Source: an optimization exercise on an open RTL-to-GDS flow (aim: small area, a short achievable clock period and few clock cycles). Production flows keep margins and buffers that such runs may drop.
Function was checked by simulation only, so behaviour that the tests miss may differ from the original.
Power and IR drop assume default switching activity.

$ cat flow/design.v
module gcg_sine_rom (
    input  wire [7:0] phase,
    output wire [7:0] value
);
    wire [6:0] q   = phase[6:0];
    wire [6:0] idx = q[6] ? (7'd0 - q) : q;      
    reg  [6:0] lo;                                
    always @* begin
        case (idx)
            7'd0: lo = 7'd0;
            7'd1: lo = 7'd3;
            7'd2: lo = 7'd6;
            7'd3: lo = 7'd9;
            7'd4: lo = 7'd12;
            7'd5: lo = 7'd15;
            7'd6: lo = 7'd18;
            7'd7: lo = 7'd21;
            7'd8: lo = 7'd24;
            7'd9: lo = 7'd27;
            7'd10: lo = 7'd30;
            7'd11: lo = 7'd34;
            7'd12: lo = 7'd37;
            7'd13: lo = 7'd39;
            7'd14: lo = 7'd42;
            7'd15: lo = 7'd45;
            7'd16: lo = 7'd48;
            7'd17: lo = 7'd51;
            7'd18: lo = 7'd54;
            7'd19: lo = 7'd57;
            7'd20: lo = 7'd60;
            7'd21: lo = 7'd62;
            7'd22: lo = 7'd65;
            7'd23: lo = 7'd68;
            7'd24: lo = 7'd70;
            7'd25: lo = 7'd73;
            7'd26: lo = 7'd75;
            7'd27: lo = 7'd78;
            7'd28: lo = 7'd80;
            7'd29: lo = 7'd83;
            7'd30: lo = 7'd85;
            7'd31: lo = 7'd87;
            7'd32: lo = 7'd90;
            7'd33: lo = 7'd92;
            7'd34: lo = 7'd94;
            7'd35: lo = 7'd96;
            7'd36: lo = 7'd98;
            7'd37: lo = 7'd100;
            7'd38: lo = 7'd102;
            7'd39: lo = 7'd104;
            7'd40: lo = 7'd106;
            7'd41: lo = 7'd107;
            7'd42: lo = 7'd109;
            7'd43: lo = 7'd110;
            7'd44: lo = 7'd112;
            7'd45: lo = 7'd113;
            7'd46: lo = 7'd115;
            7'd47: lo = 7'd116;
            7'd48: lo = 7'd117;
            7'd49: lo = 7'd118;
            7'd50: lo = 7'd120;
            7'd51: lo = 7'd121;
            7'd52: lo = 7'd122;
            7'd53: lo = 7'd122;
            7'd54: lo = 7'd123;
            7'd55: lo = 7'd124;
            7'd56: lo = 7'd125;
            7'd57: lo = 7'd125;
            7'd58: lo = 7'd126;
            7'd59: lo = 7'd126;
            7'd60: lo = 7'd126;
            7'd61: lo = 7'd127;
            7'd62: lo = 7'd127;
            7'd63: lo = 7'd127;
            7'd64: lo = 7'd127;
            default: lo = 7'd0;
        endcase
    end
    wire [7:0] quarter = {1'b1, lo};
    assign value = !phase[7] ? quarter : (q == 7'd0) ? 8'd128 : 8'd255 - quarter;
endmodule
module gcg_freq_rom (
    input  wire [6:0] note,
    output reg  [7:0] tuning_word
);
    always @* begin
        case (note)
            7'd0: tuning_word = 8'd0;
            7'd1: tuning_word = 8'd0;
            7'd2: tuning_word = 8'd0;
            7'd3: tuning_word = 8'd0;
            7'd4: tuning_word = 8'd0;
            7'd5: tuning_word = 8'd0;
            7'd6: tuning_word = 8'd0;
            7'd7: tuning_word = 8'd0;
            7'd8: tuning_word = 8'd0;
            7'd9: tuning_word = 8'd0;
            7'd10: tuning_word = 8'd0;
            7'd11: tuning_word = 8'd0;
            7'd12: tuning_word = 8'd0;
            7'd13: tuning_word = 8'd0;
            7'd14: tuning_word = 8'd0;
            7'd15: tuning_word = 8'd0;
            7'd16: tuning_word = 8'd0;
            7'd17: tuning_word = 8'd0;
            7'd18: tuning_word = 8'd0;
            7'd19: tuning_word = 8'd0;
            7'd20: tuning_word = 8'd0;
            7'd21: tuning_word = 8'd0;
            7'd22: tuning_word = 8'd0;
            7'd23: tuning_word = 8'd0;
            7'd24: tuning_word = 8'd1;
            7'd25: tuning_word = 8'd1;
            7'd26: tuning_word = 8'd1;
            7'd27: tuning_word = 8'd1;
            7'd28: tuning_word = 8'd1;
            7'd29: tuning_word = 8'd1;
            7'd30: tuning_word = 8'd1;
            7'd31: tuning_word = 8'd1;
            7'd32: tuning_word = 8'd1;
            7'd33: tuning_word = 8'd1;
            7'd34: tuning_word = 8'd1;
            7'd35: tuning_word = 8'd1;
            7'd36: tuning_word = 8'd1;
            7'd37: tuning_word = 8'd1;
            7'd38: tuning_word = 8'd1;
            7'd39: tuning_word = 8'd1;
            7'd40: tuning_word = 8'd1;
            7'd41: tuning_word = 8'd1;
            7'd42: tuning_word = 8'd1;
            7'd43: tuning_word = 8'd2;
            7'd44: tuning_word = 8'd2;
            7'd45: tuning_word = 8'd2;
            7'd46: tuning_word = 8'd2;
            7'd47: tuning_word = 8'd2;
            7'd48: tuning_word = 8'd2;
            7'd49: tuning_word = 8'd2;
            7'd50: tuning_word = 8'd2;
            7'd51: tuning_word = 8'd2;
            7'd52: tuning_word = 8'd3;
            7'd53: tuning_word = 8'd3;
            7'd54: tuning_word = 8'd3;
            7'd55: tuning_word = 8'd3;
            7'd56: tuning_word = 8'd3;
            7'd57: tuning_word = 8'd4;
            7'd58: tuning_word = 8'd4;
            7'd59: tuning_word = 8'd4;
            7'd60: tuning_word = 8'd4;
            7'd61: tuning_word = 8'd4;
            7'd62: tuning_word = 8'd5;
            7'd63: tuning_word = 8'd5;
            7'd64: tuning_word = 8'd5;
            7'd65: tuning_word = 8'd6;
            7'd66: tuning_word = 8'd6;
            7'd67: tuning_word = 8'd6;
            7'd68: tuning_word = 8'd7;
            7'd69: tuning_word = 8'd7;
            7'd70: tuning_word = 8'd7;
            7'd71: tuning_word = 8'd8;
            7'd72: tuning_word = 8'd8;
            7'd73: tuning_word = 8'd9;
            7'd74: tuning_word = 8'd9;
            7'd75: tuning_word = 8'd10;
            7'd76: tuning_word = 8'd11;
            7'd77: tuning_word = 8'd11;
            7'd78: tuning_word = 8'd12;
            7'd79: tuning_word = 8'd13;
            7'd80: tuning_word = 8'd13;
            7'd81: tuning_word = 8'd14;
            7'd82: tuning_word = 8'd15;
            7'd83: tuning_word = 8'd16;
            7'd84: tuning_word = 8'd17;
            7'd85: tuning_word = 8'd18;
            7'd86: tuning_word = 8'd19;
            7'd87: tuning_word = 8'd20;
            7'd88: tuning_word = 8'd21;
            7'd89: tuning_word = 8'd22;
            7'd90: tuning_word = 8'd24;
            7'd91: tuning_word = 8'd25;
            7'd92: tuning_word = 8'd27;
            7'd93: tuning_word = 8'd28;
            7'd94: tuning_word = 8'd30;
            7'd95: tuning_word = 8'd32;
            7'd96: tuning_word = 8'd33;
            7'd97: tuning_word = 8'd35;
            7'd98: tuning_word = 8'd38;
            7'd99: tuning_word = 8'd40;
            7'd100: tuning_word = 8'd42;
            7'd101: tuning_word = 8'd45;
            7'd102: tuning_word = 8'd47;
            7'd103: tuning_word = 8'd50;
            7'd104: tuning_word = 8'd53;
            7'd105: tuning_word = 8'd56;
            7'd106: tuning_word = 8'd60;
            7'd107: tuning_word = 8'd63;
            7'd108: tuning_word = 8'd67;
            7'd109: tuning_word = 8'd71;
            7'd110: tuning_word = 8'd75;
            7'd111: tuning_word = 8'd80;
            7'd112: tuning_word = 8'd84;
            7'd113: tuning_word = 8'd89;
            7'd114: tuning_word = 8'd95;
            7'd115: tuning_word = 8'd100;
            7'd116: tuning_word = 8'd106;
            7'd117: tuning_word = 8'd113;
            7'd118: tuning_word = 8'd119;
            7'd119: tuning_word = 8'd126;
            7'd120: tuning_word = 8'd134;
            7'd121: tuning_word = 8'd142;
            7'd122: tuning_word = 8'd150;
            7'd123: tuning_word = 8'd159;
            7'd124: tuning_word = 8'd169;
            7'd125: tuning_word = 8'd179;
            7'd126: tuning_word = 8'd189;
            7'd127: tuning_word = 8'd201;
            default: tuning_word = 8'd0;
        endcase
    end
endmodule
module gcg_ms_enc (
    input  wire [15:0] ms,
    output reg  [5:0]  idx
);
    always @* begin
        if (ms[15:9] != 7'd0) idx = 6'd62;
        else if (ms[8:0] >= 9'd501) idx = 6'd62;
        else if (ms[8:0] >= 9'd334) idx = 6'd61;
        else if (ms[8:0] >= 9'd251) idx = 6'd60;
        else if (ms[8:0] >= 9'd201) idx = 6'd59;
        else if (ms[8:0] >= 9'd167) idx = 6'd58;
        else if (ms[8:0] >= 9'd143) idx = 6'd57;
        else if (ms[8:0] >= 9'd126) idx = 6'd56;
        else if (ms[8:0] >= 9'd112) idx = 6'd55;
        else if (ms[8:0] >= 9'd101) idx = 6'd54;
        else if (ms[8:0] >= 9'd91) idx = 6'd53;
        else if (ms[8:0] >= 9'd84) idx = 6'd52;
        else if (ms[8:0] >= 9'd77) idx = 6'd51;
        else if (ms[8:0] >= 9'd72) idx = 6'd50;
        else if (ms[8:0] >= 9'd67) idx = 6'd49;
        else if (ms[8:0] >= 9'd63) idx = 6'd48;
        else if (ms[8:0] >= 9'd59) idx = 6'd47;
        else if (ms[8:0] >= 9'd56) idx = 6'd46;
        else if (ms[8:0] >= 9'd53) idx = 6'd45;
        else if (ms[8:0] >= 9'd51) idx = 6'd44;
        else if (ms[8:0] >= 9'd48) idx = 6'd43;
        else if (ms[8:0] >= 9'd46) idx = 6'd42;
        else if (ms[8:0] >= 9'd44) idx = 6'd41;
        else if (ms[8:0] >= 9'd42) idx = 6'd40;
        else if (ms[8:0] >= 9'd41) idx = 6'd39;
        else if (ms[8:0] >= 9'd39) idx = 6'd38;
        else if (ms[8:0] >= 9'd38) idx = 6'd37;
        else if (ms[8:0] >= 9'd36) idx = 6'd36;
        else idx = ms[5:0];
    end
endmodule
module gcg_ms_dec (
    input  wire [5:0]  idx,
    output reg  [13:0] ticks     
);
    always @* begin
        case (idx)
            6'd0: ticks = 14'd0;
            6'd1: ticks = 14'd14;
            6'd2: ticks = 14'd30;
            6'd3: ticks = 14'd46;
            6'd4: ticks = 14'd62;
            6'd5: ticks = 14'd78;
            6'd6: ticks = 14'd94;
            6'd7: ticks = 14'd110;
            6'd8: ticks = 14'd126;
            6'd9: ticks = 14'd142;
            6'd10: ticks = 14'd158;
            6'd11: ticks = 14'd175;
            6'd12: ticks = 14'd190;
            6'd13: ticks = 14'd208;
            6'd14: ticks = 14'd223;
            6'd15: ticks = 14'd240;
            6'd16: ticks = 14'd256;
            6'd17: ticks = 14'd273;
            6'd18: ticks = 14'd288;
            6'd19: ticks = 14'd305;
            6'd20: ticks = 14'd318;
            6'd21: ticks = 14'd338;
            6'd22: ticks = 14'd353;
            6'd23: ticks = 14'd370;
            6'd24: ticks = 14'd388;
            6'd25: ticks = 14'd398;
            6'd26: ticks = 14'd419;
            6'd27: ticks = 14'd430;
            6'd28: ticks = 14'd455;
            6'd29: ticks = 14'd468;
            6'd30: ticks = 14'd482;
            6'd31: ticks = 14'd498;
            6'd32: ticks = 14'd514;
            6'd33: ticks = 14'd531;
            6'd34: ticks = 14'd549;
            6'd35: ticks = 14'd569;
            6'd36: ticks = 14'd590;
            6'd37: ticks = 14'd613;
            6'd38: ticks = 14'd638;
            6'd39: ticks = 14'd664;
            6'd40: ticks = 14'd693;
            6'd41: ticks = 14'd725;
            6'd42: ticks = 14'd759;
            6'd43: ticks = 14'd798;
            6'd44: ticks = 14'd840;
            6'd45: ticks = 14'd886;
            6'd46: ticks = 14'd939;
            6'd47: ticks = 14'd998;
            6'd48: ticks = 14'd1064;
            6'd49: ticks = 14'd1140;
            6'd50: ticks = 14'd1228;
            6'd51: ticks = 14'd1331;
            6'd52: ticks = 14'd1452;
            6'd53: ticks = 14'd1598;
            6'd54: ticks = 14'd1775;
            6'd55: ticks = 14'd1998;
            6'd56: ticks = 14'd2283;
            6'd57: ticks = 14'd2664;
            6'd58: ticks = 14'd3198;
            6'd59: ticks = 14'd3998;
            6'd60: ticks = 14'd5331;
            6'd61: ticks = 14'd7998;
            6'd62: ticks = 14'd15998;
            default: ticks = 14'd0;
        endcase
    end
endmodule
module gcg_synth (
    input  wire        clk,
    input  wire        rst,           
    input  wire        sample_tick,   
    output wire        ready,
    input  wire [16:0] stream_len,    
    output wire        mem_req,
    output wire [15:0] mem_addr,
    input  wire        mem_ack,
    input  wire [7:0]  mem_rdata,
    output reg         sample_valid,
    output reg  [7:0]  sample_out,
    output reg         stream_end,
    output wire        halted
);
    localparam N = 6;
    localparam P = 16;
    localparam [3:0] C_NOP       = 4'd0,  C_TEMPO    = 4'd1,  C_WAVE     = 4'd2,
                     C_VOLUME    = 4'd3,  C_GVOLUME  = 4'd4,  C_NOTEON   = 4'd5,
                     C_NOTEOFF   = 4'd6,  C_EOS      = 4'd7,  C_SWRESET  = 4'd8,
                     C_SYNC      = 4'd9,  C_RESETOSC = 4'd10, C_SETADSR  = 4'd11,
                     C_JUMP      = 4'd12, C_DUTY     = 4'd13, C_DIRECT   = 4'd14,
                     C_ADSRVALS  = 4'd15;
    localparam [1:0] E_ATTACK = 2'd0, E_DECAY = 2'd1, E_SUSTAIN = 2'd2, E_RELEASE = 2'd3;
    reg [2:0]  v_wave   [0:N-1];    
    reg [7:0]  v_duty   [0:N-1];
    reg [7:0]  v_tw     [0:N-1];
    reg [7:0]  v_phase  [0:N-1];
    reg [7:0]  v_vol    [0:N-1];
    reg [4:0]  v_type   [0:N-1];
    reg [1:0]  v_state  [0:N-1];
    reg        v_ended  [0:N-1];    
    reg [7:0]  v_value  [0:N-1];
    reg [13:0] v_t      [0:N-1];    
    reg [7:0]  v_s      [0:N-1];    
    reg [13:0] v_q      [0:N-1];    
    reg [13:0] v_cd     [0:N-1];    
    reg [7:0]  v_cs     [0:N-1];    
    reg [5:0]  pre_a [1:P];         
    reg [5:0]  pre_d [1:P];
    reg [7:0]  pre_s [1:P];
    reg [5:0]  pre_r [1:P];
    reg        pre_v [1:P];         
    reg [7:0]  gvol;
    reg [13:0] tempo_cmp;
    reg [13:0] tempo_cnt;
    reg [15:0] cursor;
    reg        at_end;              
    reg        halted_r;            
    reg        halted_o;
    reg [31:0] noise;
    integer i, j, k;
    function [7:0] scale;
        input [7:0] v;
        input [7:0] s;
        reg [15:0] p;
        integer b;
        begin
            p = 16'd256;
            for (b = 0; b < 8; b = b + 1)
                p = p + ((s[b] ? {8'd0, v} : 16'd0) << b);
            if (v == 8'd0 || s == 8'd0) scale = 8'd0;
            else                        scale = p[15:8];
        end
    endfunction
    function [2:0] cmd_last;         
        input [3:0] c;
        begin
            case (c)
                C_NOP, C_NOTEOFF, C_EOS, C_SWRESET, C_RESETOSC: cmd_last = 3'd0;
                C_TEMPO, C_JUMP:                                cmd_last = 3'd2;
                C_ADSRVALS:                                     cmd_last = 3'd7;
                default:                                        cmd_last = 3'd1;
            endcase
        end
    endfunction
    function [7:0] triangle;
        input [7:0] p;
        begin
            if (p < 8'd64)       triangle = 8'd127 - {p[6:0], 1'b0};
            else if (p < 8'd192) triangle = {p[6:0], 1'b0} - 8'd128;
            else                 triangle = 8'd255 - {p[6:0] - 7'd64, 1'b0};
        end
    endfunction
    function [31:0] xorshift;
        input [31:0] x;
        reg [31:0] a, b;
        begin
            a = x ^ (x << 13);
            b = a ^ (a >> 17);
            xorshift = b ^ (b << 5);
        end
    endfunction
    reg        ready_r;
    reg        tick_r;              
    wire       fire_next = (tempo_cnt == tempo_cmp);    
    wire       accept    = ready_r && !b_dead && sample_tick && !halted_r;
    assign ready    = ready_r && !b_dead;
    assign halted   = halted_o;
    reg        b_fetch;             
    reg        b_exec;              
    reg        ex_step;             
    reg        b_dead;              
    reg [2:0]  byte_idx;
    reg [7:0]  op;
    reg [55:0] sh;                  
    reg [2:0]  burst_left;
    reg [23:0] pending;
    reg        top_direct;
    reg [5:0]  enc_a, enc_d;
    assign mem_req  = b_fetch;
    assign mem_addr = cursor;
    wire [3:0]  cmd   = op[7:4];
    wire [3:0]  ch    = op[3:0];
    wire        ch_ok = (ch < N);
    wire [2:0]  chv   = ch[2:0];
    wire [7:0]  b0    = sh[7:0];
    wire [15:0] w0    = sh[15:0];
    wire [5:0] enc_w;
    gcg_ms_enc u_enc (.ms(sh[15:0]), .idx(enc_w));
    reg  [4:0] ch_type;
    reg  [7:0] sync_ph;
    reg  [5:0] pr_a, pr_d, pr_r;
    reg  [7:0] pr_s;
    wire [4:0] pr_k = (cmd == C_SETADSR) ? b0[4:0] : ch_type;
    always @* begin
        ch_type = 5'd0;
        sync_ph = 8'd0;
        for (j = 0; j < N; j = j + 1) begin
            if (chv == j)     ch_type = v_type[j];
            if (b0[2:0] == j) sync_ph = v_phase[j];
        end
        pr_a = 6'd0; pr_d = 6'd0; pr_s = 8'd0; pr_r = 6'd0;
        for (j = 1; j <= P; j = j + 1) begin
            if (pr_k == j && pre_v[j]) begin
                pr_a = pre_a[j]; pr_d = pre_d[j]; pr_s = pre_s[j]; pr_r = pre_r[j];
            end
        end
    end
    reg  [5:0] dec_in;
    reg  [7:0] ch_cs;
    always @* begin
        ch_cs = 8'd0;
        for (j = 0; j < N; j = j + 1)
            if (chv == j) ch_cs = v_cs[j];
    end
    always @* begin
        case (cmd)
            C_NOTEON:   dec_in = pr_a;
            C_NOTEOFF:  dec_in = (ch_cs == 8'd0) ? 6'd0 : pr_r;
            C_SETADSR:  dec_in = (pr_s == 8'd255) ? 6'd0 : pr_d;
            C_ADSRVALS: dec_in = (sh[23:16] == 8'd255) ? 6'd0 : enc_d;
            default:    dec_in = enc_d;
        endcase
    end
    wire [7:0] ex_s = (cmd == C_NOTEON) ? 8'd255 : (ch_cs == 8'd0) ? 8'd1 : ch_cs;
    wire [13:0] dec_t;
    gcg_ms_dec u_dec (.idx(dec_in), .ticks(dec_t));
    wire [7:0] note_tw;
    gcg_freq_rom u_freq (.note(b0[6:0]), .tuning_word(note_tw));
    reg [23:0] pending_n;
    reg [2:0]  burst_left_n;
    reg        top_direct_n;
    always @* begin
        pending_n    = pending;
        burst_left_n = burst_left;
        top_direct_n = top_direct;
        if (pending != 24'd0) begin
            if (cmd == C_DIRECT) pending_n = pending - 24'd1 + {16'd0, b0};
            else                 pending_n = pending - 24'd1;
        end else begin
            burst_left_n = burst_left - 3'd1;
            if (cmd == C_DIRECT) begin
                top_direct_n = 1'b1;
                pending_n    = {16'd0, b0};
            end
        end
    end
    wire more = (pending_n != 24'd0) || (!top_direct_n && burst_left_n != 3'd0);
    wire exec_done = b_exec && !(cmd == C_TEMPO && !ex_step);
    wire b_stop    = exec_done && (cmd == C_EOS || !more);    
    wire [7:0]  sine_val [0:N-1];
    reg  [7:0]  osc      [0:N-1];
    genvar g;
    generate
        for (g = 0; g < N; g = g + 1) begin : g_sine
            gcg_sine_rom u_sine (.phase(v_phase[g]), .value(sine_val[g]));
        end
    endgenerate
    always @* begin
        for (k = 0; k < N; k = k + 1) begin
            case (v_wave[k])
                3'd1:    osc[k] = sine_val[k];
                3'd2:    osc[k] = triangle(v_phase[k]);
                3'd3:    osc[k] = (v_phase[k] <= v_duty[k]) ? 8'd255 : 8'd0;
                3'd4:    osc[k] = v_phase[k] + 8'd127;
                3'd6:    osc[k] = v_duty[k];
                default: osc[k] = 8'd127;
            endcase
        end
    end
    reg  [2:0]  n_pos [0:N-1];
    reg  [2:0]  n_cnt;
    reg  [1:0]  np;                  
    always @* begin
        n_cnt = 3'd0;
        for (k = 0; k < N; k = k + 1) begin
            n_pos[k] = n_cnt;
            if (v_wave[k] == 3'd5) n_cnt = n_cnt + 3'd1;
        end
    end
    wire [2:0]  n_cm1      = n_cnt - 3'd1;
    wire [1:0]  n_last     = (n_cnt == 3'd0) ? 2'd0 : n_cm1[2:1];    
    wire        final_pass = (np == n_last);
    wire [2:0]  n_rem      = n_cnt - {np, 1'b0};
    wire [31:0] ns1 = xorshift(noise);
    wire [31:0] ns2 = xorshift(ns1);
    reg        p1_v, p1_e, p2_v, p2_e, p3_v, p3_e, p4_v, p4_e, p5_v, p5_e;
    reg [7:0]  p1_o [0:N-1];
    reg [7:0]  p2_a [0:N-1];
    reg [7:0]  p3_b [0:N-1];
    reg [7:0]  p3_g, p4_g, p5_g;
    reg [10:0] p4_sum;
    reg [7:0]  p5_m;
    wire [10:0] b_sum = p3_b[0] + p3_b[1] + p3_b[2] + p3_b[3] + p3_b[4] + p3_b[5];
    wire [27:0] m_x    = {17'd0, p4_sum};
    wire [27:0] m_prod = (m_x << 16) - (m_x << 14) - (m_x << 12) - (m_x << 10)
                       - (m_x << 7) - (m_x << 5) - (m_x << 3) - m_x;
    wire [8:0]  m_full = m_prod[26:18];
    always @(posedge clk) begin
        for (i = 0; i < N; i = i + 1) begin
            p2_a[i] <= scale(p1_o[i], (v_type[i] == 5'd0) ? 8'd255 : v_value[i]);
            p3_b[i] <= scale(p2_a[i], v_vol[i]);
        end
        p3_g   <= gvol;
        p4_sum <= b_sum;
        p4_g   <= p3_g;
        p5_m   <= m_full[8] ? 8'd255 : m_full[7:0];
        p5_g   <= p4_g;
        sample_out <= scale(p5_m, p5_g);
        if (rst) begin
            p1_v <= 1'b0; p1_e <= 1'b0;
            p2_v <= 1'b0; p2_e <= 1'b0;
            p3_v <= 1'b0; p3_e <= 1'b0;
            p4_v <= 1'b0; p4_e <= 1'b0;
            p5_v <= 1'b0; p5_e <= 1'b0;
            sample_valid <= 1'b0;
            stream_end   <= 1'b0;
            halted_o     <= 1'b0;
        end else begin
            p1_v <= tick_r && final_pass;
            p1_e <= exec_done && cmd == C_EOS;
            p2_v <= p1_v; p2_e <= p1_e;
            p3_v <= p2_v; p3_e <= p2_e;
            p4_v <= p3_v; p4_e <= p3_e;
            p5_v <= p4_v; p5_e <= p4_e;
            sample_valid <= p5_v;
            stream_end   <= p5_e;
            if (p5_e) halted_o <= 1'b1;
        end
    end
    reg [14:0] e_dif;
    always @(posedge clk) begin
        at_end <= ({1'b0, rst ? 16'd0 : cursor} >= stream_len);
        if (b_fetch && byte_idx == 3'd3) enc_a <= enc_w;
        if ((b_fetch && byte_idx == 3'd5) || (b_exec && !ex_step)) enc_d <= enc_w;
        if (tick_r) begin
            noise <= (n_rem >= 3'd2) ? ns2 : (n_rem == 3'd1) ? ns1 : noise;
            for (i = 0; i < N; i = i + 1) begin
                if (v_wave[i] == 3'd5) begin
                    if (n_pos[i][2:1] == np) p1_o[i] <= n_pos[i][0] ? ns2[7:0] : ns1[7:0];
                end else if (final_pass) begin
                    p1_o[i] <= osc[i];
                end
                if (final_pass) v_phase[i] <= v_phase[i] + v_tw[i];
            end
        end
        if (rst) begin
            ready_r    <= 1'b1;
            tick_r     <= 1'b0;
            np         <= 2'd0;
            b_fetch    <= 1'b0;
            b_exec     <= 1'b0;
            b_dead     <= 1'b0;
            ex_step    <= 1'b0;
            byte_idx   <= 3'd0;
            gvol       <= 8'd0;
            tempo_cmp  <= 14'd14;
            tempo_cnt  <= 14'd0;
            cursor     <= 16'd0;
            halted_r   <= 1'b0;
            noise      <= 32'h2545F491;
            for (i = 0; i < N; i = i + 1) begin
                v_wave[i]  <= 3'd0;
                v_duty[i]  <= 8'd127;
                v_tw[i]    <= 8'd0;
                v_phase[i] <= 8'd0;
                v_vol[i]   <= 8'd0;
                v_type[i]  <= 5'd0;
                v_ended[i] <= 1'b1;
            end
            for (i = 1; i <= P; i = i + 1)
                pre_v[i] <= 1'b0;
        end else begin
            if (tick_r) begin
                if (final_pass) begin
                    tick_r  <= 1'b0;
                    np      <= 2'd0;
                    ready_r <= 1'b1;
                end else begin
                    np <= np + 2'd1;
                    if (np + 2'd1 == n_last) ready_r <= 1'b1;
                end
            end
            if (accept) begin
                if (fire_next) begin
                    tempo_cnt  <= 14'd0;
                    ready_r    <= 1'b0;
                    if (at_end) cursor <= 16'd0;
                    burst_left <= N;
                    pending    <= 24'd0;
                    top_direct <= 1'b0;
                    byte_idx   <= 3'd0;
                    b_fetch    <= 1'b1;
                end else begin
                    tempo_cnt <= tempo_cnt + 14'd1;
                    tick_r    <= 1'b1;
                    ready_r   <= (n_last == 2'd0);
                end
            end
            if (tick_r && final_pass) begin
                for (i = 0; i < N; i = i + 1) begin
                    e_dif = {1'b0, v_q[i]} - {7'd0, v_s[i]};
                    if (v_type[i] != 5'd0 && !v_ended[i] && v_state[i] != E_SUSTAIN) begin
                        if (!e_dif[14]) begin
                            v_q[i] <= e_dif[13:0];
                        end else begin
                            v_q[i] <= v_t[i];
                            case (v_state[i])
                                E_ATTACK: begin
                                    if (v_value[i] >= 8'd254) begin
                                        v_value[i] <= 8'd255;
                                        v_state[i] <= E_DECAY;
                                        v_s[i]     <= ~v_cs[i] | {7'd0, v_cs[i] == 8'd255};
                                        v_t[i]     <= v_cd[i];
                                        v_q[i]     <= v_cd[i];
                                    end else begin
                                        v_value[i] <= v_value[i] + 8'd1;
                                    end
                                end
                                E_DECAY: begin
                                    if ({1'b0, v_value[i]} <= {1'b0, v_cs[i]} + 9'd1) begin
                                        v_value[i] <= v_cs[i];
                                        v_state[i] <= E_SUSTAIN;
                                    end else begin
                                        v_value[i] <= v_value[i] - 8'd1;
                                    end
                                end
                                default: begin   
                                    if (v_value[i] <= 8'd1) begin
                                        v_value[i] <= 8'd0;
                                        v_ended[i] <= 1'b1;
                                    end else begin
                                        v_value[i] <= v_value[i] - 8'd1;
                                    end
                                end
                            endcase
                        end
                    end
                end
            end
            if (exec_done) b_exec <= 1'b0;
            if (b_fetch && mem_ack) begin
                if (b_dead || b_stop) begin
                    b_fetch <= 1'b0;
                    b_dead  <= 1'b0;
                end else begin
                    cursor <= cursor + 16'd1;
                    if (byte_idx == 3'd0) begin
                        op <= mem_rdata;
                        if (cmd_last(mem_rdata[7:4]) == 3'd0)
                            b_exec <= 1'b1;
                        else
                            byte_idx <= 3'd1;
                    end else begin
                        sh <= {sh[47:0], mem_rdata};
                        if (byte_idx == cmd_last(cmd)) begin
                            byte_idx <= 3'd0;
                            b_exec   <= 1'b1;
                            if (cmd == C_TEMPO) b_fetch <= 1'b0;    
                            if (cmd == C_JUMP)  cursor  <= {sh[7:0], mem_rdata};
                        end else begin
                            byte_idx <= byte_idx + 3'd1;
                        end
                    end
                end
            end else if (b_fetch && b_stop) begin
                b_dead <= 1'b1;
            end
            if (b_exec) begin
                if (!exec_done) begin
                    ex_step <= 1'b1;
                end else begin
                    ex_step    <= 1'b0;
                    pending    <= pending_n;
                    burst_left <= burst_left_n;
                    top_direct <= top_direct_n;
                    if (cmd == C_EOS) begin
                        ready_r <= 1'b1;
                    end else if (more) begin
                        if (cmd == C_TEMPO) b_fetch <= 1'b1;
                    end else begin
                        tick_r  <= 1'b1;
                        ready_r <= (n_last == 2'd0) && cmd != C_WAVE;
                    end
                end
                case (cmd)
                    C_TEMPO: if (ex_step) begin
                        tempo_cmp <= dec_t;
                        tempo_cnt <= 14'd0;
                    end
                    C_GVOLUME: gvol <= b0;
                    C_EOS:     halted_r <= 1'b1;
                    C_SWRESET: gvol <= 8'd0;
                    C_ADSRVALS: if (ch_ok && ch_type != 5'd0) begin
                        for (i = 1; i <= P; i = i + 1) begin
                            if (ch_type == i) begin
                                pre_a[i] <= enc_a;
                                pre_d[i] <= enc_d;
                                pre_s[i] <= sh[23:16];
                                pre_r[i] <= enc_w;
                                pre_v[i] <= 1'b1;
                            end
                        end
                    end
                    default: ;   
                endcase
                for (i = 0; i < N; i = i + 1) begin
                    if (ch_ok && chv == i) begin
                        case (cmd)
                            C_WAVE:   v_wave[i] <= (b0 < 8'd7) ? b0[2:0] : 3'd0;
                            C_VOLUME: v_vol[i]  <= b0;
                            C_DUTY:   v_duty[i] <= b0;
                            C_NOTEON: begin
                                v_tw[i]    <= note_tw;
                                v_value[i] <= 8'd0;
                                v_q[i]     <= dec_t;
                                v_state[i] <= E_ATTACK;
                                v_ended[i] <= 1'b0;
                                v_s[i]     <= ex_s;
                                v_t[i]     <= dec_t;
                            end
                            C_NOTEOFF: begin
                                if (v_type[i] == 5'd0) begin
                                    v_tw[i] <= 8'd0;
                                end else if (!v_ended[i]) begin
                                    v_value[i] <= v_cs[i];
                                    v_q[i]     <= dec_t;
                                    v_state[i] <= E_RELEASE;
                                    v_s[i]     <= ex_s;
                                    v_t[i]     <= dec_t;
                                end
                            end
                            C_SYNC:     if (b0[3:0] < N) v_phase[i] <= sync_ph;
                            C_RESETOSC: v_phase[i] <= 8'd0;
                            C_SETADSR: if (b0 <= P) begin
                                v_type[i]  <= b0[4:0];
                                v_value[i] <= 8'd0;
                                v_state[i] <= E_ATTACK;
                                v_ended[i] <= 1'b1;
                                v_cd[i]    <= dec_t;
                                v_cs[i]    <= pr_s;
                            end
                            default: ;
                        endcase
                    end
                    if (cmd == C_SWRESET) begin
                        v_wave[i]  <= 3'd0;
                        v_duty[i]  <= 8'd127;
                        v_tw[i]    <= 8'd0;
                        v_phase[i] <= 8'd0;
                        v_vol[i]   <= 8'd0;
                        v_type[i]  <= 5'd0;
                        v_ended[i] <= 1'b1;
                    end
                    if (cmd == C_ADSRVALS && ch_ok && ch_type != 5'd0 && v_type[i] == ch_type) begin
                        v_cd[i] <= dec_t;
                        v_cs[i] <= sh[23:16];
                    end
                end
            end
        end
    end
endmodule
$ cat flow/run.sh
#!/bin/bash
# synth_recipe.tcl (not shown) runs the flow's synth.tcl, then flattens the netlist and writes it again
# the make line also repeats each setting of config.mk as NAME=value (left out here)
make -C /OpenROAD-flow-scripts/flow DESIGN_CONFIG=/design/flow/config.mk WORK_HOME=/design/flow/orfs CLKGATE_MAP_FILE= SYNTH_SCRIPT=/design/flow/synth_recipe.tcl finish
$ cat flow/config.mk
export PLATFORM = sky130hd
export DESIGN_NAME = gcg_synth
export DESIGN_NICKNAME = gcg_synth
export VERILOG_FILES = /design/flow/design.v
export SDC_FILE = /design/flow/constraint.sdc
export NUM_CORES = 4
export LEC_CHECK = 0
export CAP_MARGIN = 20
export CORE_MARGIN = 2
export CORE_UTILIZATION = 25
export SLEW_MARGIN = 20
$ cat flow/constraint.sdc
create_clock -name core_clock -period 10.0 [get_ports {clk}]
set_input_delay 2.0000 -clock core_clock [delete_from_list [all_inputs] [get_ports {clk}]]
set_output_delay 2.0000 -clock core_clock [all_outputs]
set_load 0.01 [all_outputs]
==> impl_metrics.py, run 1 <==
metrics = {
    "setup_path": {
        "critPathMaxStageDelay_ns": 1.07,
        "worstPathArrival_ns": 9.57,
        "crit_type": "reg -> reg",
        "worst_setup_path_end_kind": "register",
        "crit_required_ns": 10.68,
        "crit_fanout": 23,
        "startpoint_type": "register",
        "reg2reg_depth": 25,
        "regToRegSetupSlack_ns": 1.11,
        "r2r-start": "v_wave[0][2]",
        "r2r-end": "v_t[3][6]",
        "cp_slowest_cell": "nor2_1",
    },
    "global_route": {
        "grt_usage_pct": 16.4,
        "first_global_vias": 91200,
        "grt_pass1_wl_mm": 590,
        "grt_use_met3_pct": 3.30,
        "met1_usage_pct": 22.8,
        "grt_start_max_net_pins": 167,
        "grt-busiest-layer": "met2",
        "antenna_found_initial": 23,
        "grt_use_met2_pct": 25.1,
        "gr-total-overflow": 0,
    },
    "layout": {
        "postLayoutCoreUtil_pct": 27.9,
        "multiInputGateArea_mm2": 0.0688,
        "post-route-cell-area_mm2": 0.127,
        "area_growth_pct": 11.4,
        "nets": 13500,
        "drive_gt1_share_pct": 6.50,
        "fill_cells": 47800,
        "seqCellArea_mm2": 0.0390,
    },
    "synthesis": {
        "synthFlopType": "edfxtp_1",
        "yosys.area.top_type": "edfxtp_1",
        "synth-seq-cells": 1474,
        "avgSynthCellArea_um2": 9.12,
        "syn-num-nets": 13800,
        "seq_area_frac_synth_pct": 34.2,
        "syn_area_mm2": 0.114,
        "synth.top_cell.area_share_pct": 24.9,
        "synth_edf_count": 944,
        "yosys_warnings": 53,
        "synth_cell_type_count": 118,
        "async_reset_ff_share_pct": 0,
        "synth_cells": 12500,
        "yosysMostFrequentCell": "nand2_1",
        "netlist_top_cells_area": "edfxtp_1, fa_1, dfxtp_1",
        "yosys-top-cells-count": "nand2_1, nor2_1, inv_1",
    },
    "floorplan": {
        "die_w_um": 679,
        "core-area_mm2": 0.455,
        "pin_count": 58,
        "dieArea_mm2": 0.462,
        "initial_utilization_pct": 25.1,
        "rows": 248,
        "die_h_um": 679,
    },
    "clock_network": {
        "cts_root_buf": "clkbuf_16",
        "cts_sinks": 1474,
        "cts_resized": 0,
        "holdBufCountCts": 0,
        "cts_tree": "built",
        "cts.path.max_buffers": 4,
        "numCtsBuffers": 169,
        "worstSkewPairLatency_ns": 0.96,
        "post_cts_buffers": 0,
        "clk_pin_slew_ns": 0.07,
        "cts_htree_levels": 4,
    },
    "placed_design": {
        "dp_slack_ns": 1.30,
        "io_buffers": 57,
        "gp_congestion": 0.948,
        "dp_hpwl_mm": 287,
        "placed_area_mm2": 0.121,
    },
    "sta": {
        "slew_headroom_pct": 19.1,
        "tightestPinTransition_ns": 1.21,
        "timing.fmax_mhz": 112,
        "fin_worst_skew_ns": 0.143,
        "finalCritPeriodShare_pct": 88.9,
        "fin_ws_ns": 1.11,
        "drv_slew": 0,
        "rsz0062_at_grt": "false",
        "finalHoldViolations": 0,
        "period_minus_slack_ns": 8.89,
        "setup_tns_ns": 0,
        "finalSetupViolations": 0,
    },
    "hold_path": {
        "hold_path_depth": 0,
        "hold_path.startpoint": "p3_g[7]",
        "hold_end": "p4_g[7]",
        "min_path_type": "reg -> reg",
    },
    "pwr": {
        "p_int_mw": 10.5,
        "switchingPower_mw": 3.44,
        "pwr-share-seq_pct": 48.2,
        "peakVddDrop_mv": 0.127,
        "power.density_mw_per_mm2": 110,
        "clkPwrFrac_pct": 47.0,
        "pwr-share-comb_pct": 4.8,
        "cellLeakagePower_nw": 48.8,
        "netSwitchingFraction_pct": 24.6,
    },
    "detailed_routing": {
        "first_pass_iters": 6,
        "drt_iter0_markers": 11300,
        "totalWireLength_mm": 393,
        "vias": 96000,
        "route.detailed.drc": 0,
        "wire_per_inst_um": 21.5,
        "vias_per_cell": 5.24,
        "ant_nets": 0,
    },
    "run_status": {
        "outcome": "complete, no violations",
    },
    "run": {
        "cap_violations": 0,
    },
}
==> power groups by stage <==
| stage | sequential, mW | combinational (mW) | clock [mW] |
|---|---|---|---|
| global route | 6.76 | 0.760 | 6.86 |
| finish | 6.75 | 0.672 | 6.57 |
| global placement | 6.87 | 0.654 | 0 |
| detailed placement | 6.87 | 0.663 | 0 |
| floorplan | 6.73 | 0.582 | 0 |
| CTS | 6.74 | 0.667 | 6.65 |
==> critical path, delay by kind of cell (launching register included) <==
kind	cells	cell delay [ns]
DFF	1	0.76
buffers and inverters	1	0.34
adders and majority gates	4	1.46
xor gates and xnor gates	3	1.19
and+or+nand+nor	12	3.69
AOI/OAI and AO/OA	5	1.19
==> per-stage QoR <==
step	hold slack, ns	power (mW)	cells
finish	0.322	14.0	18300
global route	0.328	14.4	18300
CTS	0.311	14.1	18300
detailed placement	0.312	7.53	18000
global placement	0.311	7.53	18000
floorplan	0.310	7.32	12500
==> worst max path at each step <==
stage / from / endpoint / slack (ns) / depth (start not counted)
6_report: v_wave[0][2] / v_t[3][6] / 1.11 / 25
5_1_grt: v_wave[0][2] / v_t[3][6] / 0.47 / 25
4_1_cts: v_wave[0][2] / v_t[3][6] / 1.21 / 25
3_5_place_dp: v_wave[0][2] / v_t[3][6] / 1.30 / 25
3_3_place_gp: v_wave[0][2] / v_t[3][6] / 1.30 / 25
2_1_floorplan: rst / at_end / 1.67 / 20
==> logic make-up after synthesis <==
family	share of synthesized area (%)
AOI/OAI and AO/OA	17.1
buffers and inverters	5.93
muxes	3.86
and+or+nand+nor	16.0
xor gates and xnor gates	4.93
adders and majority gates	18.1
DFF	34.2
==> routing by layer <==
| layer | part of all wire, % | wire length (um) | vias to the layer above |
|---|---|---|---|
| met2 | 43 | 169000 | 4481 |
| li1 | - | - | 43700 |
| met4 | 4.3 | 16900 | 10 |
| met5 | 0.020 | 77 | - |
| met1 | 43 | 169000 | 47100 |
| met3 | 9.6 | 37900 | 793 |
==> area by class of cell <==
type / count / area share, %
clock inverter: 102 / 0.882
sequential: 1474 / 30.7
antenna: 5 / 0.00985
multi-input combinational: 9272 / 54.2
clock buffer: 207 / 3.57
timing repair buffer: 303 / 1.96
inverter: 959 / 2.84
tap: 6000 / 5.91
==> registers in the layout, indices dropped and copies added, names as in the netlist, 84 cells and up, named ones only <==
signal,flops
pre_a,96
pre_s,128
v_cd,84
v_t,84
v_q,84
pre_d,96
pre_r,96
==> placed cells by master, fill, tap and decap left out, drive strengths merged, types with 267 or more instances in the layout <==
cell and count:
mux2i 281, nand2 1312, o21ai 732, inv 974
edfxtp 944, nand3 283, nor2 1058, fa 566
and2 267, ha 740, xnor2 411, dfxtp 530
a21oi 744
Testbench counts, summed over its fixed seeds: cycles 16,846.
==> run 2: changes to the inputs <==
--- a/flow/design.v
+++ b/flow/design.v
@@ -363,6 +363,8 @@
     reg [13:0] v_q      [0:N-1];    
     reg [13:0] v_cd     [0:N-1];    
     reg [7:0]  v_cs     [0:N-1];    
+    reg        v_cz     [0:N-1];    
+    reg        v_byp    [0:N-1];    
     reg [5:0]  pre_a [1:P];         
     reg [5:0]  pre_d [1:P];
     reg [7:0]  pre_s [1:P];
@@ -426,7 +428,6 @@
     assign halted   = halted_o;
     reg        b_fetch;             
     reg        b_exec;              
-    reg        ex_step;             
     reg        b_dead;              
     reg [2:0]  byte_idx;
     reg [7:0]  op;
@@ -446,43 +447,54 @@
     wire [5:0] enc_w;
     gcg_ms_enc u_enc (.ms(sh[15:0]), .idx(enc_w));
     reg  [4:0] ch_type;
+    reg        ch_ended;
     reg  [7:0] sync_ph;
-    reg  [5:0] pr_a, pr_d, pr_r;
-    reg  [7:0] pr_s;
-    wire [4:0] pr_k = (cmd == C_SETADSR) ? b0[4:0] : ch_type;
     always @* begin
-        ch_type = 5'd0;
-        sync_ph = 8'd0;
+        ch_type  = 5'd0;
+        ch_ended = 1'b1;
+        sync_ph  = 8'd0;
         for (j = 0; j < N; j = j + 1) begin
-            if (chv == j)     ch_type = v_type[j];
-            if (b0[2:0] == j) sync_ph = v_phase[j];
+            if (chv == j)     ch_type  = v_type[j];
+            if (chv == j)     ch_ended = v_ended[j];
+            if (b0[2:0] == j) sync_ph  = v_phase[j];
         end
+    end
+    reg        x2_on, x2_off, x2_sa, x2_av, x2_tp;    
+    reg [N-1:0] x2_mask;            
+    reg [P:1]  x2_sel;              
+    reg [5:0]  x2_enc;              
+    reg [7:0]  x2_s;                
+    reg        fin_d;               
+    reg  [5:0] pr_a, pr_d, pr_r;
+    reg  [7:0] pr_s;
+    reg  [7:0] x2_cs;
+    reg        x2_cz;
+    always @* begin
         pr_a = 6'd0; pr_d = 6'd0; pr_s = 8'd0; pr_r = 6'd0;
         for (j = 1; j <= P; j = j + 1) begin
-            if (pr_k == j && pre_v[j]) begin
-                pr_a = pre_a[j]; pr_d = pre_d[j]; pr_s = pre_s[j]; pr_r = pre_r[j];
+            if (x2_sel[j]) begin
+                pr_a = pr_a | pre_a[j]; pr_d = pr_d | pre_d[j];
+                pr_s = pr_s | pre_s[j]; pr_r = pr_r | pre_r[j];
             end
         end
-    end
-    reg  [5:0] dec_in;
-    reg  [7:0] ch_cs;
-    always @* begin
-        ch_cs = 8'd0;
+        x2_cs = 8'd0;
+        x2_cz = 1'b0;
         for (j = 0; j < N; j = j + 1)
-            if (chv == j) ch_cs = v_cs[j];
+            if (x2_mask[j]) begin
+                x2_cs = x2_cs | v_cs[j];
+                x2_cz = x2_cz | v_cz[j];
+            end
     end
+    reg  [5:0] dec_in;
     always @* begin
-        case (cmd)
-            C_NOTEON:   dec_in = pr_a;
-            C_NOTEOFF:  dec_in = (ch_cs == 8'd0) ? 6'd0 : pr_r;
-            C_SETADSR:  dec_in = (pr_s == 8'd255) ? 6'd0 : pr_d;
-            C_ADSRVALS: dec_in = (sh[23:16] == 8'd255) ? 6'd0 : enc_d;
-            default:    dec_in = enc_d;
-        endcase
+        if (x2_on)       dec_in = pr_a;
+        else if (x2_off) dec_in = x2_cz ? 6'd0 : pr_r;
+        else if (x2_sa)  dec_in = pr_d;
+        else             dec_in = x2_enc;
     end
-    wire [7:0] ex_s = (cmd == C_NOTEON) ? 8'd255 : (ch_cs == 8'd0) ? 8'd1 : ch_cs;
     wire [13:0] dec_t;
     gcg_ms_dec u_dec (.idx(dec_in), .ticks(dec_t));
+    wire        x2_any = x2_on || x2_off || x2_sa || x2_av || x2_tp;
     wire [7:0] note_tw;
     gcg_freq_rom u_freq (.note(b0[6:0]), .tuning_word(note_tw));
     reg [23:0] pending_n;
@@ -503,9 +515,21 @@
             end
         end
     end
-    wire more = (pending_n != 24'd0) || (!top_direct_n && burst_left_n != 3'd0);
-    wire exec_done = b_exec && !(cmd == C_TEMPO && !ex_step);
+    wire [23:0] one_m_pend = 24'd1 - pending;
+    reg         pend_nz;
+    always @* begin
+        if (pending != 24'd0) begin
+            if (cmd == C_DIRECT) pend_nz = !(one_m_pend[23:8] == 16'd0 && one_m_pend[7:0] == b0);
+            else                 pend_nz = (pending != 24'd1);
+        end else begin
+            pend_nz = (cmd == C_DIRECT) && (b0 != 8'd0);
+        end
+    end
+    wire more = pend_nz || (!top_direct_n && burst_left_n != 3'd0);
+    wire exec_done = b_exec;
     wire b_stop    = exec_done && (cmd == C_EOS || !more);    
+    wire x1_to_x2  = (cmd == C_NOTEON || cmd == C_NOTEOFF || cmd == C_SETADSR ||
+                      cmd == C_ADSRVALS || cmd == C_TEMPO);
     wire [7:0]  sine_val [0:N-1];
     reg  [7:0]  osc      [0:N-1];
     genvar g;
@@ -526,18 +550,113 @@
             endcase
         end
     end
+    reg  [N-1:0] nz_r;               
+    reg  [N-1:0] nzn;
     reg  [2:0]  n_pos [0:N-1];
     reg  [2:0]  n_cnt;
+    reg  [1:0]  n_last;              
+    reg  [2:0]  nn_pos [0:N-1];
+    reg  [2:0]  nn_cnt;
     reg  [1:0]  np;                  
+    function [2:0] popc6;            
+        input [5:0] x;
+        integer b;
+        begin
+            case (x)
+                6'd0: popc6 = 3'd0;
+                6'd1: popc6 = 3'd1;
+                6'd2: popc6 = 3'd1;
+                6'd3: popc6 = 3'd2;
+                6'd4: popc6 = 3'd1;
+                6'd5: popc6 = 3'd2;
+                6'd6: popc6 = 3'd2;
+                6'd7: popc6 = 3'd3;
+                6'd8: popc6 = 3'd1;
+                6'd9: popc6 = 3'd2;
+                6'd10: popc6 = 3'd2;
+                6'd11: popc6 = 3'd3;
+                6'd12: popc6 = 3'd2;
+                6'd13: popc6 = 3'd3;
+                6'd14: popc6 = 3'd3;
+                6'd15: popc6 = 3'd4;
+                6'd16: popc6 = 3'd1;
+                6'd17: popc6 = 3'd2;
+                6'd18: popc6 = 3'd2;
+                6'd19: popc6 = 3'd3;
+                6'd20: popc6 = 3'd2;
+                6'd21: popc6 = 3'd3;
+                6'd22: popc6 = 3'd3;
+                6'd23: popc6 = 3'd4;
+                6'd24: popc6 = 3'd2;
+                6'd25: popc6 = 3'd3;
+                6'd26: popc6 = 3'd3;
+                6'd27: popc6 = 3'd4;
+                6'd28: popc6 = 3'd3;
+                6'd29: popc6 = 3'd4;
+                6'd30: popc6 = 3'd4;
+                6'd31: popc6 = 3'd5;
+                6'd32: popc6 = 3'd1;
+                6'd33: popc6 = 3'd2;
+                6'd34: popc6 = 3'd2;
+                6'd35: popc6 = 3'd3;
+                6'd36: popc6 = 3'd2;
+                6'd37: popc6 = 3'd3;
+                6'd38: popc6 = 3'd3;
+                6'd39: popc6 = 3'd4;
+                6'd40: popc6 = 3'd2;
+                6'd41: popc6 = 3'd3;
+                6'd42: popc6 = 3'd3;
+                6'd43: popc6 = 3'd4;
+                6'd44: popc6 = 3'd3;
+                6'd45: popc6 = 3'd4;
+                6'd46: popc6 = 3'd4;
+                6'd47: popc6 = 3'd5;
+                6'd48: popc6 = 3'd2;
+                6'd49: popc6 = 3'd3;
+                6'd50: popc6 = 3'd3;
+                6'd51: popc6 = 3'd4;
+                6'd52: popc6 = 3'd3;
+                6'd53: popc6 = 3'd4;
+                6'd54: popc6 = 3'd4;
+                6'd55: popc6 = 3'd5;
+                6'd56: popc6 = 3'd3;
+                6'd57: popc6 = 3'd4;
+                6'd58: popc6 = 3'd4;
+                6'd59: popc6 = 3'd5;
+                6'd60: popc6 = 3'd4;
+                6'd61: popc6 = 3'd5;
+                6'd62: popc6 = 3'd5;
+                6'd63: popc6 = 3'd6;
+                default: popc6 = 3'd0;
+            endcase
+        end
+    endfunction
     always @* begin
-        n_cnt = 3'd0;
-        for (k = 0; k < N; k = k + 1) begin
-            n_pos[k] = n_cnt;
-            if (v_wave[k] == 3'd5) n_cnt = n_cnt + 3'd1;
+        nzn = nz_r;
+        if (b_exec && cmd == C_SWRESET)
+            nzn = {N{1'b0}};
+        else if (b_exec && cmd == C_WAVE && ch_ok)
+            for (k = 0; k < N; k = k + 1)
+                if (chv == k) nzn[k] = (b0 == 8'd5);
+        for (k = 0; k < N; k = k + 1)
+            nn_pos[k] = popc6(nzn & ((6'd1 << k) - 6'd1));
+        nn_cnt = popc6(nzn);
+    end
+    always @(posedge clk) begin
+        if (rst) begin
+            nz_r   <= {N{1'b0}};
+            n_cnt  <= 3'd0;
+            n_last <= 2'd0;
+            for (k = 0; k < N; k = k + 1)
+                n_pos[k] <= 3'd0;
+        end else begin
+            nz_r   <= nzn;
+            n_cnt  <= nn_cnt;
+            n_last <= (nn_cnt >= 3'd5) ? 2'd2 : (nn_cnt >= 3'd3) ? 2'd1 : 2'd0;
+            for (k = 0; k < N; k = k + 1)
+                n_pos[k] <= nn_pos[k];
         end
     end
-    wire [2:0]  n_cm1      = n_cnt - 3'd1;
-    wire [1:0]  n_last     = (n_cnt == 3'd0) ? 2'd0 : n_cm1[2:1];    
     wire        final_pass = (np == n_last);
     wire [2:0]  n_rem      = n_cnt - {np, 1'b0};
     wire [31:0] ns1 = xorshift(noise);
@@ -556,7 +675,7 @@
     wire [8:0]  m_full = m_prod[26:18];
     always @(posedge clk) begin
         for (i = 0; i < N; i = i + 1) begin
-            p2_a[i] <= scale(p1_o[i], (v_type[i] == 5'd0) ? 8'd255 : v_value[i]);
+            p2_a[i] <= v_byp[i] ? p1_o[i] : scale(p1_o[i], v_value[i]);
             p3_b[i] <= scale(p2_a[i], v_vol[i]);
         end
         p3_g   <= gvol;
@@ -590,11 +709,11 @@
     always @(posedge clk) begin
         at_end <= ({1'b0, rst ? 16'd0 : cursor} >= stream_len);
         if (b_fetch && byte_idx == 3'd3) enc_a <= enc_w;
-        if ((b_fetch && byte_idx == 3'd5) || (b_exec && !ex_step)) enc_d <= enc_w;
+        if (b_fetch && byte_idx == 3'd5) enc_d <= enc_w;
         if (tick_r) begin
             noise <= (n_rem >= 3'd2) ? ns2 : (n_rem == 3'd1) ? ns1 : noise;
             for (i = 0; i < N; i = i + 1) begin
-                if (v_wave[i] == 3'd5) begin
+                if (nz_r[i]) begin
                     if (n_pos[i][2:1] == np) p1_o[i] <= n_pos[i][0] ? ns2[7:0] : ns1[7:0];
                 end else if (final_pass) begin
                     p1_o[i] <= osc[i];
@@ -609,7 +728,12 @@
             b_fetch    <= 1'b0;
             b_exec     <= 1'b0;
             b_dead     <= 1'b0;
-            ex_step    <= 1'b0;
+            fin_d      <= 1'b0;
+            x2_on      <= 1'b0;
+            x2_off     <= 1'b0;
+            x2_sa      <= 1'b0;
+            x2_av      <= 1'b0;
+            x2_tp      <= 1'b0;
             byte_idx   <= 3'd0;
             gvol       <= 8'd0;
             tempo_cmp  <= 14'd14;
@@ -624,6 +748,7 @@
                 v_phase[i] <= 8'd0;
                 v_vol[i]   <= 8'd0;
                 v_type[i]  <= 5'd0;
+                v_byp[i]   <= 1'b1;
                 v_ended[i] <= 1'b1;
             end
             for (i = 1; i <= P; i = i + 1)
@@ -714,7 +839,6 @@
                         if (byte_idx == cmd_last(cmd)) begin
                             byte_idx <= 3'd0;
                             b_exec   <= 1'b1;
-                            if (cmd == C_TEMPO) b_fetch <= 1'b0;    
                             if (cmd == C_JUMP)  cursor  <= {sh[7:0], mem_rdata};
                         end else begin
                             byte_idx <= byte_idx + 3'd1;
@@ -724,36 +848,50 @@
             end else if (b_fetch && b_stop) begin
                 b_dead <= 1'b1;
             end
+            x2_on  <= 1'b0;
+            x2_off <= 1'b0;
+            x2_sa  <= 1'b0;
+            x2_av  <= 1'b0;
+            x2_tp  <= 1'b0;
+            fin_d  <= 1'b0;
+            if (fin_d) begin
+                tick_r  <= 1'b1;
+                ready_r <= (n_last == 2'd0);
+            end
             if (b_exec) begin
-                if (!exec_done) begin
-                    ex_step <= 1'b1;
-                end else begin
-                    ex_step    <= 1'b0;
-                    pending    <= pending_n;
-                    burst_left <= burst_left_n;
-                    top_direct <= top_direct_n;
-                    if (cmd == C_EOS) begin
-                        ready_r <= 1'b1;
-                    end else if (more) begin
-                        if (cmd == C_TEMPO) b_fetch <= 1'b1;
+                pending    <= pending_n;
+                burst_left <= burst_left_n;
+                top_direct <= top_direct_n;
+                if (cmd == C_EOS) begin
+                    ready_r <= 1'b1;
+                end else if (!more) begin
+                    if (x1_to_x2) begin
+                        fin_d <= 1'b1;
                     end else begin
                         tick_r  <= 1'b1;
-                        ready_r <= (n_last == 2'd0) && cmd != C_WAVE;
+                        ready_r <= (n_last == 2'd0) && cmd != C_WAVE && cmd != C_SWRESET;
                     end
                 end
+                for (i = 0; i < N; i = i + 1)
+                    x2_mask[i] <= (cmd == C_ADSRVALS) ? (v_type[i] == ch_type) : (chv == i);
+                for (i = 1; i <= P; i = i + 1)
+                    x2_sel[i] <= pre_v[i] && (((cmd == C_SETADSR) ? b0[4:0] : ch_type) == i);
+                x2_enc <= (cmd == C_TEMPO) ? enc_w : (sh[23:16] == 8'd255) ? 6'd0 : enc_d;
+                x2_s   <= sh[23:16];
                 case (cmd)
-                    C_TEMPO: if (ex_step) begin
-                        tempo_cmp <= dec_t;
-                        tempo_cnt <= 14'd0;
-                    end
+                    C_TEMPO:   x2_tp <= 1'b1;
+                    C_NOTEON:  x2_on <= ch_ok;
+                    C_NOTEOFF: x2_off <= ch_ok && ch_type != 5'd0 && !ch_ended;
+                    C_SETADSR: x2_sa <= ch_ok && b0 <= P;
                     C_GVOLUME: gvol <= b0;
                     C_EOS:     halted_r <= 1'b1;
                     C_SWRESET: gvol <= 8'd0;
                     C_ADSRVALS: if (ch_ok && ch_type != 5'd0) begin
+                        x2_av <= 1'b1;
                         for (i = 1; i <= P; i = i + 1) begin
                             if (ch_type == i) begin
                                 pre_a[i] <= enc_a;
-                                pre_d[i] <= enc_d;
+                                pre_d[i] <= (sh[23:16] == 8'd255) ? 6'd0 : enc_d;
                                 pre_s[i] <= sh[23:16];
                                 pre_r[i] <= enc_w;
                                 pre_v[i] <= 1'b1;
@@ -771,32 +909,24 @@
                             C_NOTEON: begin
                                 v_tw[i]    <= note_tw;
                                 v_value[i] <= 8'd0;
-                                v_q[i]     <= dec_t;
                                 v_state[i] <= E_ATTACK;
                                 v_ended[i] <= 1'b0;
-                                v_s[i]     <= ex_s;
-                                v_t[i]     <= dec_t;
+                                v_s[i]     <= 8'd255;
                             end
                             C_NOTEOFF: begin
-                                if (v_type[i] == 5'd0) begin
+                                if (v_type[i] == 5'd0)
                                     v_tw[i] <= 8'd0;
-                                end else if (!v_ended[i]) begin
-                                    v_value[i] <= v_cs[i];
-                                    v_q[i]     <= dec_t;
+                                else if (!v_ended[i])
                                     v_state[i] <= E_RELEASE;
-                                    v_s[i]     <= ex_s;
-                                    v_t[i]     <= dec_t;
-                                end
                             end
                             C_SYNC:     if (b0[3:0] < N) v_phase[i] <= sync_ph;
                             C_RESETOSC: v_phase[i] <= 8'd0;
                             C_SETADSR: if (b0 <= P) begin
                                 v_type[i]  <= b0[4:0];
+                                v_byp[i]   <= (b0[4:0] == 5'd0);
                                 v_value[i] <= 8'd0;
                                 v_state[i] <= E_ATTACK;
                                 v_ended[i] <= 1'b1;
-                                v_cd[i]    <= dec_t;
-                                v_cs[i]    <= pr_s;
                             end
                             default: ;
                         endcase
@@ -808,11 +938,34 @@
                         v_phase[i] <= 8'd0;
                         v_vol[i]   <= 8'd0;
                         v_type[i]  <= 5'd0;
+                        v_byp[i]   <= 1'b1;
                         v_ended[i] <= 1'b1;
                     end
-                    if (cmd == C_ADSRVALS && ch_ok && ch_type != 5'd0 && v_type[i] == ch_type) begin
+                end
+            end
+            if (x2_tp) begin
+                tempo_cmp <= dec_t;
+                tempo_cnt <= 14'd0;
+            end
+            for (i = 0; i < N; i = i + 1) begin
+                if (x2_mask[i]) begin
+                    if (x2_on || x2_off) begin
+                        v_t[i] <= dec_t;
+                        v_q[i] <= dec_t;
+                    end
+                    if (x2_off) begin
+                        v_value[i] <= x2_cs;
+                        v_s[i]     <= x2_cs | {7'd0, x2_cz};
+                    end
+                    if (x2_sa) begin
+                        v_cd[i] <= dec_t;
+                        v_cs[i] <= pr_s;
+                        v_cz[i] <= (pr_s == 8'd0);
+                    end
+                    if (x2_av) begin
                         v_cd[i] <= dec_t;
-                        v_cs[i] <= sh[23:16];
+                        v_cs[i] <= x2_s;
+                        v_cz[i] <= (x2_s == 8'd0);
                     end
                 end
             end
--- a/flow/config.mk
+++ b/flow/config.mk
@@ -8,4 +8,5 @@
 export CAP_MARGIN = 20
 export CORE_MARGIN = 2
 export CORE_UTILIZATION = 25
+export SETUP_SLACK_MARGIN = 5
 export SLEW_MARGIN = 20
==> run 2 against run 1 <==
Effect of this change: largest power group unchanged; area after synthesis is 1.5% lower; critical path depth is 9 lower; synthesized cell count is 4.1% lower; critical endpoint is now note_tw[1].
==> impl_metrics.py, run 2 <==
metrics = {
    "run_status": {
        "outcome": "complete, no violations",
    },
    "setup_path": {
        "worstPathArrival_ns": 5.71,
        "crit_type": "reg -> reg",
        "worst_setup_path_end_kind": "register",
        "crit_fanout": 8,
        "startpoint_type": "register",
        "crit_required_ns": 10.71,
    },
    "floorplan": {
        "rows": 246,
        "die_h_um": 674,
        "dieArea_mm2": 0.455,
        "pin_count": 58,
        "initial_utilization_pct": 25.1,
        "die_w_um": 674,
        "core-area_mm2": 0.448,
    },
    "clock_network": {
        "clk_pin_slew_ns": 0.07,
        "cts_sinks": 1548,
        "numCtsBuffers": 171,
        "cts_tree": "built",
        "cts_htree_levels": 4,
        "worstSkewPairLatency_ns": 0.95,
        "cts.path.max_buffers": 4,
        "cts_root_buf": "clkbuf_16",
    },
    "layout": {
        "top_register": "pre_s",
        "most-common-layout-cells": "nand2_1, nor2_1, edfxtp_1",
        "fill_cells": 47100,
        "area_growth_pct": 13.7,
        "mostFrequentLayoutCell": "nand2_1",
        "nets": 13300,
        "largest_reg_flops": 128,
        "final_cells": 18000,
        "postLayoutCoreUtil_pct": 28.5,
        "drive_gt1_share_pct": 9.07,
    },
    "synthesis": {
        "yosysMostFrequentCell": "nand2_1",
        "yosys_warnings": 59,
        "netlist_top_cells_area": "edfxtp_1, fa_1, dfxtp_1",
        "avgSynthCellArea_um2": 9.37,
        "synth_cell_type_count": 91,
        "synthFlopType": "edfxtp_1",
        "synth_edf_count": 986,
        "synth_cells": 12000,
        "seq_area_frac_synth_pct": 36.4,
        "synth.top_cell.area_share_pct": 26.4,
        "async_reset_ff_share_pct": 0,
        "yosys.area.top_type": "edfxtp_1",
        "synth-seq-cells": 1548,
        "syn-num-nets": 13300,
        "yosys-top-cells-count": "nand2_1, nor2_1, edfxtp_1",
        "syn_area_mm2": 0.112,
    },
    "pwr": {
        "peakVddDrop_mv": 0.171,
        "cellLeakagePower_nw": 50.4,
        "power.density_mw_per_mm2": 129,
    },
    "sta": {
        "rsz0062_at_grt": "true",
        "setup_tns_ns": 0,
        "drv_slew": 0,
        "fin_worst_skew_ns": 0.169,
        "timing.fmax_mhz": 200,
        "period_minus_slack_ns": 5.00,
        "finalCritPeriodShare_pct": 50.0,
        "tightestPinTransition_ns": 1.23,
        "slew_headroom_pct": 17.6,
        "finalSetupViolations": 0,
        "finalHoldViolations": 0,
    },
    "detailed_routing": {
        "vias": 90000,
        "route.detailed.drc": 0,
        "drt_iter0_markers": 8690,
        "ant_nets": 0,
        "first_pass_iters": 7,
        "vias_per_cell": 5.00,
        "wire_per_inst_um": 19.4,
        "totalWireLength_mm": 349,
    },
    "hold_path": {
        "min_path_type": "reg -> reg",
    },
    "placed_design": {
        "placed_cells": 17400,
        "gp_congestion": 0.934,
        "io_buffers": 57,
        "dp_hpwl_mm": 243,
    },
    "global_route": {
        "gr-total-overflow": 0,
        "grt_start_max_net_pins": 166,
        "grt_usage_pct": 14.8,
        "first_global_vias": 85700,
        "antenna_found_initial": 18,
        "grt_pass1_wl_mm": 527,
    },
    "run": {
        "cap_violations": 0,
    },
}
## run 2: changes by cell type after synthesis, sizes merged, moves of 63 or more
cell,before,now
o21ai,732,555
a22oi,113,216
nand3,283,193
a22o,22,110
a31oi,176,88
nor2b,186,105
o22ai,152,73
a211oi,167,90
buf,133,70
## run 2: timing repair
item                                    CTS  global route
gates resized for setup                  31           170
buffers inserted                        157            92
pin swaps                                 9            64
endpoints found under the setup margin  252           294
gates cloned                              2             3
hold buffers                              0             0
## run 2: cell families after synthesis
kind of cell / Yosys count / share of synthesized area (%)
AND/OR/NAND/NOR: 3772 / 15.4
flip-flops: 1548 / 36.4
AO/OA/AOI/OAI: 2571 / 14.8
buffers and inverters: 1697 / 5.69
multiplexers: 405 / 3.98
XOR/XNOR: 678 / 5.29
adder cells (fa/ha/maj): 1315 / 18.4
## run 2: layer usage
| layer | vias up | track usage [%] | wire, um |
|---|---|---|---|
| li1 | 41700 | - | - |
| met1 | 44300 | 20.5 | 153000 |
| met2 | 3412 | 23.3 | 155000 |
| met3 | 596 | 2.56 | 29600 |
| met4 | 6 | 4.39 | 11300 |
| met5 | - | 0 | 46 |
## run 2: worst paths after layout
kind	start	cells after the start	end	slack (ns)
max	pending[10]	16	note_tw[1]	5.00
min	p4_g[2]	0	p5_g[2]	0.31
max reg2reg	pending[10]	16	note_tw[1]	5.00
min reg2reg	p4_g[2]	0	p5_g[2]	0.31
## run 2: through the flow
stage | instance area, um2 | power (mW) | worst slack [ns] | hold slack [ns]
2_1_floorplan | 112000 | 9.19 | 4.60 | 0.310
3_3_place_gp | 119000 | 9.70 | 3.71 | 0.313
3_5_place_dp | 119000 | 9.73 | 3.65 | 0.312
4_1_cts | 126000 | 16.4 | 4.73 | 0.313
5_1_grt | 128000 | 17.2 | 4.83 | 0.329
6_report | 128000 | 16.5 | 5.00 | 0.312
## run 2: critical path, cell delays in order, from the launching register on
cell and delay, ns:
edfxtp_1 0.50, or4_4 0.58, or4_4 0.53, or4_4 0.51, a2111oi_2 0.29, and4b_1 0.30, a31oi_4 0.17, nand2_8 0.16
clkinvlp_4 0.12, a21oi_4 0.26, buf_4 0.16, inv_2 0.05, ha_2 0.23, nand2b_4 0.16, a32oi_1 0.19, o22ai_1 0.12
or4b_1 0.53
## run 2: where the power goes
part / internal (mW) / switching, mW
registers: 6.83 / 0.143
clock network: 3.78 / 2.85
logic: 1.31 / 1.56
total: 11.9 / 4.55
## run 2: layout make-up
cell class	count	area, um2	share of cell area, %
Multi-Input combinational cell	8745	66000	51.7
Tap cell	5952	7450	5.83
Antenna cell	9	22.5	0.0176
Timing Repair Buffer	491	3950	3.09
Inverter	959	3620	2.83
Clock buffer	202	4540	3.55
Timing Repair inverter	1	5.00	0.00392
Sequential cell	1548	41000	32.1
Clock inverter	105	1150	0.901
Testbench counts of run 2, summed over its fixed seeds: cycles 16,887.

## what the ideal ports hide
The results above use ideal ports. As a check the final layouts listed here were re-extracted and re-timed, cells and wires unchanged.
Step 1 (the two cells are an assumption about what drives the block):
set clk [get_ports {clk}]
set_driving_cell -lib_cell sky130_fd_sc_hd__clkbuf_16 $clk
set_driving_cell -lib_cell sky130_fd_sc_hd__buf_2 [delete_from_list [all_inputs] $clk]
Step 2 moves the port delays by t, midway between the first and last clock arrival at a register: inputs arrive t later, outputs are due t later. That takes back most of the time a late clock gives input paths.
a / b / c = ideal / step 1 / step 2; a / b = the first two.
| run | t, ns | slack for setup (ns) | worst setup path after step 2 | worst slew at a driven data input, ns |
|---|---|---|---|---|
| run 1 | 0.992 | 1.107 / 1.107 / 1.107 | register to register | 0.05 |
| run 2 | 0.972 | 5.000 / 5.000 / 4.181 | input to register | 0.05 |
After both steps setup and hold are still met in every run listed. The setup slack of run 2, which loses most, moves by 0.000 ns with the drivers and by -0.819 ns with both steps.
